Context: an optimization exercise on an open-source flow, tuned for small area and a short achievable clock period. The choices shown serve that exercise and are no tape-out recipe. Function was checked by simulation only, so behaviour that the tests miss may differ from the original. No activity file was given, so power comes from the tool's default toggle rates.

===== config.mk =====
export PLATFORM = sky130hd
export DESIGN_NAME = wavegen
export DESIGN_NICKNAME = wavegen
export VERILOG_FILES = /design/flow/design.v
export SDC_FILE = /design/flow/constraint.sdc
export NUM_CORES = 4
export LEC_CHECK = 0
export CAP_MARGIN = 20
export CORE_MARGIN = 2
export CORE_UTILIZATION = 40
export SLEW_MARGIN = 20

===== constraint.sdc =====
create_clock -name core_clock -period 60.0 [get_ports {clk}]
set_input_delay 12.0000 -clock core_clock [delete_from_list [all_inputs] [get_ports {clk}]]
set_output_delay 12.0000 -clock core_clock [all_outputs]
set_load 0.01 [all_outputs]

===== design.v =====
module wavegen (
    input  wire        clk,
    input  wire        rst,             
    input  wire [7:0]  cmd,
    input  wire        cmd_valid,
    output wire        cmd_ready,
    output reg         pin,
    output wire        running,
    output wire [31:0] freq_out,
    output wire [31:0] inc_out,
    output wire [7:0]  duty_high_out,
    output wire [7:0]  duty_low_out
);
    localparam [20:0] F_MIN   = 21'd125;         
    localparam [20:0] F_MAX   = 21'd1_250_000;   
    localparam [20:0] BY_S    = 21'd125;         
    localparam [20:0] BY_L    = 21'd1_250;       
    localparam [20:0] F_RST   = 21'd2_500;       
    localparam [34:0] NUM     = 35'd1_562_500;   
    localparam [3:0]  J_RST   = 4'd5;
    reg [20:0] freq8;        
    reg        inc_sel;
    reg [3:0]  duty_j;       
    reg        run;
    reg [20:0] rem_r;        
    reg [13:0] quo;          
    reg [3:0]  dcnt;
    reg        ready;
    reg [13:0] clkdiv_m1;    
    reg [3:0]  pattern_j;
    reg [3:0]  fifo [0:3];
    reg [2:0]  fifo_cnt;
    reg [3:0]  cur_j;
    reg [3:0]  osr_rem;
    reg [13:0] tick_cnt;
    wire [3:0] op     = cmd[7:4];
    wire       sel    = cmd[0];
    wire       zero   = (cmd[3:1] == 3'b000);
    wire       accept = cmd_valid && ready;
    wire c_start = accept && zero && op == 4'h1 && !sel;
    wire c_inc   = accept && zero && op == 4'h2;
    wire c_dec   = accept && zero && op == 4'h3;
    wire c_sel   = accept && zero && op == 4'h4;
    wire c_step  = accept && zero && op == 4'h5 && !sel;
    wire c_sync  = accept && zero && op == 4'h6 && !sel;
    wire c_stop  = accept && zero && op == 4'h7 && !sel;
    wire [20:0] inc_s = (freq8 > F_MAX - BY_S) ? F_MAX : freq8 + BY_S;
    wire [20:0] inc_l = (freq8 > F_MAX - BY_L) ? F_MAX : freq8 + BY_L;
    wire [20:0] dec_s = (freq8 >= BY_S + F_MIN) ? freq8 - BY_S : F_MIN;
    wire [20:0] dec_l = (freq8 >= BY_L + F_MIN) ? freq8 - BY_L : F_MIN;
    always @(posedge clk) begin
        if (rst) begin
            freq8   <= F_RST;
            inc_sel <= 1'b1;
            duty_j  <= J_RST;
            run     <= 1'b0;
        end else begin
            if (c_inc)
                freq8 <= sel ? inc_l : inc_s;
            if (c_dec)
                freq8 <= sel ? dec_l : dec_s;
            if (c_sel)
                inc_sel <= sel;
            if (c_step)
                duty_j <= (duty_j == 4'd9) ? 4'd1 : duty_j + 4'd1;
            if (c_start)
                run <= 1'b1;
            if (c_stop)
                run <= 1'b0;
        end
    end
    wire [21:0] rem2 = {rem_r, quo[13]};
    wire [22:0] diff = {1'b0, rem2} - {2'b00, freq8};
    wire        qbit = !diff[22];
    always @(posedge clk) begin
        if (rst || c_inc || c_dec) begin
            rem_r <= NUM[34:14];
            quo   <= NUM[13:0];
            dcnt  <= 4'd13;
            ready <= 1'b0;
        end else if (!ready) begin
            rem_r <= qbit ? diff[20:0] : rem2[20:0];
            quo   <= {quo[12:0], qbit};
            dcnt  <= dcnt - 4'd1;
            if (dcnt == 4'd0)
                ready <= 1'b1;
        end
    end
    wire do_start = c_start && !run;
    wire do_sync  = c_sync && run;
    always @(posedge clk) begin
        if (do_start || do_sync) begin
            clkdiv_m1 <= quo;
            pattern_j <= duty_j;
        end
    end
    wire tz   = (tick_cnt == 14'd0);
    wire rz   = (osr_rem == 4'd0);
    wire fe   = (fifo_cnt == 3'd0);
    wire pull = tz && rz && !fe;
    wire push = !fifo_cnt[2];
    always @(posedge clk) begin
        if (rst) begin
            pin <= 1'b0;
        end else if (do_start) begin
            pin      <= 1'b1;
            osr_rem  <= 4'd0;
            fifo_cnt <= 3'd0;
            tick_cnt <= quo;
        end else if (run && !c_stop) begin
            tick_cnt <= tz ? clkdiv_m1 : tick_cnt - 14'd1;
            if (tz) begin
                if (rz) begin
                    if (!fe) begin
                        pin     <= 1'b0;           
                        cur_j   <= fifo[0];
                        osr_rem <= 4'd9;
                    end
                end else begin
                    pin     <= (osr_rem <= cur_j);
                    osr_rem <= osr_rem - 4'd1;
                end
            end
            if (pull) begin
                fifo[0] <= fifo[1];
                fifo[1] <= fifo[2];
                fifo[2] <= fifo[3];
            end
            if (push)
                fifo[pull ? fifo_cnt[1:0] - 2'd1 : fifo_cnt[1:0]] <= pattern_j;
            fifo_cnt <= fifo_cnt + {2'b00, push} - {2'b00, pull};
        end
    end
    reg [6:0] dh, dl;
    always @(*) begin
        case (duty_j)
            4'd1:    begin dh = 7'd10; dl = 7'd90; end
            4'd2:    begin dh = 7'd20; dl = 7'd80; end
            4'd3:    begin dh = 7'd30; dl = 7'd70; end
            4'd4:    begin dh = 7'd40; dl = 7'd60; end
            4'd5:    begin dh = 7'd50; dl = 7'd50; end
            4'd6:    begin dh = 7'd60; dl = 7'd40; end
            4'd7:    begin dh = 7'd70; dl = 7'd30; end
            4'd8:    begin dh = 7'd80; dl = 7'd20; end
            default: begin dh = 7'd90; dl = 7'd10; end
        endcase
    end
    assign cmd_ready     = ready;
    assign running       = run;
    assign freq_out      = {8'd0, freq8, 3'd0};
    assign inc_out       = inc_sel ? 32'd10_000 : 32'd1_000;
    assign duty_high_out = {1'b0, dh};
    assign duty_low_out  = {1'b0, dl};
endmodule

===== run.sh =====
#!/bin/bash
# synth_recipe.tcl (not shown) runs the flow's synth.tcl, then flattens the netlist and writes it again
# the make line also repeats each setting of config.mk as NAME=value (left out here)
make -C /OpenROAD-flow-scripts/flow DESIGN_CONFIG=/design/flow/config.mk WORK_HOME=/design/flow/orfs CLKGATE_MAP_FILE= SYNTH_SCRIPT=/design/flow/synth_recipe.tcl finish

==> results.txt <==
Pins Over Slew Limit=0; port buffer count=53; Async SR Flop Fraction=0%; first-pass GRT wire length=between 40000 and 50000 um; H-tree Lvls=4; mapped cell area=0.009723 mm^2; worst-skew pair later-pin latency=430 ps; Combinational Power Share=27.9%; Placed Area=0.01025 mm^2; share of layout cells above drive strength 1=9.209%; Synth cell types=99; initial antenna violation count=0; I/O Pins=94; worst r2r path cells=11; Bufs on Longest Clock Path=2; Worst Path Required=60310 ps; via count of the first global-routing pass=7809; Setup Skew=14.62 ps; CP startpoint=cmd[3]; Final setup violation count=0; vias per cell=around 5.7; Reg2Reg Setup Slack=roughly 56000 ps; Power Internal=slightly below 0.0002 W; sequential share of the synthesized area=34.28%; drt drc=0; routability cong.=0.9408; WP data arrival=approximately 15000 ps; die area=0.02557 mm^2; Pre-antenna DRT Iters=5; Synth area leaders=edfxtp_1 (18%), dfxtp_1 (16%), ha_1 (5.8%); Slew @ Worst Pin=1032 ps; Hold Crit Depth=0; status=timing/DRC/antenna clean; TNS Setup=0 ps; Final Hold Fails=0; Clock power frac=roughly a third; MaxCap Viol Count=0; Psw=0.00009962 W; r2r endpoint=rem_r[6]; fin crit share=25.04%; Util after Layout=about 45%; Max IR drop VDD=between 30 and 40 uV; GRT Overall Usage=19.87%; Crit Path Class=in -> reg; Switching Fraction=roughly a third; leading area contributor after synthesis=edfxtp_1; # rows=57; register area=about 0.0033 mm^2; Post-CTS Setup Inserts=0; largest net degree at the start of global routing=45; Avg Cell Area, Syn=8.658 um^2; CTS root buf=clkbuf_16; Synth Register Bits=137; Hold Crit Start=fifo[0][1]; PostCTS Resize Cnt=0; end of the critical path=duty_low_out[1]; fin area=0.01085 mm^2; Hold Path Class=reg -> reg; # hold bufs at CTS=0; register share of total power=36.9%; CP max FO=11; Initial Util=40.34%; Mapped Cells=1123; CP Capture Type=register; Yosys top cell area share=18.22%; Leak=3.900 nW; WL/cell=17.30 um; Horiz. Die Dim=about 160 um; EDFF count, synth=59; post-route ant nets=0; area of the multi-input gates=0.005688 mm^2; via count=8342; NumNets Final=1196; max_slew headroom=between 30% and 40%; Die H=159.9 um; unrepaired setup endpoints after global routing=no; Clk pin slew, worst setup/hold paths=70 ps; Core Area=between 0.02 and 0.025 mm^2; area delta synth->final=11.56%; PnR Total Power=around 0.00030 W; Num CTS Buffers=17; PwrDens=27.48 mW/mm^2; highest clock rate=~0.067 GHz; GRT Residual Overflow=0; Ant. Diodes=0; clk sinks=137; CTS tree=done; number of fillers in the final layout=2388; DR iter-0 viols=approximately 580; most frequent cell after synthesis=nor2_1; Post-synth top flop=dfxtp_1; top cells by count, synth=nor2_1 (99), nand2_1 (94), dfxtp_1 (78); Reg-to-Reg Start=freq8[7]; fin crit period=15030 ps; type of origin of the critical path=input port; DP HPWL=18050 um; yosys warns=1; wirelength, routed=25510 um
metal layers:
layer	vias to the layer above	part of all wire, %	GRT usage (%)
li1	4056	-	-
met2	296	45	31.82
met5	-	0	0
met3	69	5.6	3.117
met4	0	3.6	9.009
met1	3921	45	26.49
cells by family (layout without fill, tap and decap cells):
family | after synthesis | in the layout | synth area share (%)
and+or+nand+nor | 378 | 378 | 19.92
AOI/OAI and AO/OA | 303 | 303 | 21.43
buffers and inverters | 162 | 152 | 8.712
DFF | 137 | 137 | 34.28
xor gates and xnor gates | 52 | 52 | 4.684
adders and majority gates | 47 | 47 | 6.203
muxes | 42 | 42 | 4.697
other | 2 | 40 | 0.07724
per-stage QoR:
stage	hold WS (ps)	std cells	worst slack, ps
6_report	423.2	1475	44970
3_5_place_dp	405.6	1443	44520
4_1_cts	423.2	1475	44970
2_1_floorplan	400.3	1161	45790
5_1_grt	439.0	1475	44790
3_3_place_gp	400.6	1443	44580
worst max-delay path: stages:
cell and delay (ps):
clkdlybuf4s50_1 410, or2_2 310, nor4_1 850, and2_1 260, nand2_1 100, nor3b_1 170, o21ai_0 90, a21oi_1 720
mux2_2 410
cell type report:
class                      instances  area share, %
clock buffer                      18          4.049
inverter                          55          1.903
timing repair buffer              65          5.722
multi-input combinational        862          52.44
tap                              324          3.737
clock inverter                    14          1.407
sequential                       137          30.74
cells in the final DEF, fill, tap and decap left out, drive strengths merged, types with 12 or more instances in the layout:
cell             n
nand2           95
and2            12
xor2            12
mux2i           23
mux2            19
xnor2           40
nand3           28
a221oi          13
inv             61
a21oi           78
nand2b          13
a211oi          20
clkdlybuf4s50   53
ha              45
conb            40
edfxtp          59
buf             12
nor3            46
dfxtp           78
nor2           100
clkbuf          18
nand4           13
o21ai           82
power groups by stage:
stage / Combinational (W) / Clock [W] / Sequential, W
after floorplan: 0.0000718 / 0 / 0.000110
after global placement: 0.0000815 / 0 / 0.000112
after detailed placement: 0.0000826 / 0 / 0.000112
after CTS: 0.0000830 / 0.000108 / 0.000110
after global routing: 0.0000945 / 0.000111 / 0.000111
final: 0.0000831 / 0.000105 / 0.000110
sequential cells by signal, summed over array words and instances (netlist names), 5 cells and up:
signal         flops
clkdiv_m1         14
duty_high_out      5
duty_low_out       5
fifo              16
freq8             21
quo               14
rem_r             21
tick_cnt          14
worst min-delay path by stage:
stage / endpoint / slack (ps)
final: cur_j[1] / 420
after global placement: cur_j[3] / 400
after detailed placement: cur_j[2] / 410
after CTS: cur_j[2] / 420
after global routing: cur_j[2] / 440
after floorplan: cur_j[0] / 400

what the ideal ports hide:
Ports are ideal in the flow. The routed layout listed here was re-timed in OpenROAD.
Step 1 assumes that a clkbuf_16 drives the clock port and a buf_2 every other input.
Step 2 adds t to the input delays and takes it off the output delays; t is the mean of the earliest and latest rising clock arrival at the registers after step 1. Input paths then give back, and output paths get back, about the clock's delay inside the block.
Slacks: ideal ports / drivers / drivers and shift; pairs: ideal ports / drivers.
t (ns): 0.461
setup WS [ns]: 44.974 / 44.990 / 44.529
worst data-port slew with drivers (ns): 0.04
After both steps setup and hold are still met in this run. For this run, drivers alone change the setup slack by +0.016 ns; drivers and shift together by -0.445 ns.
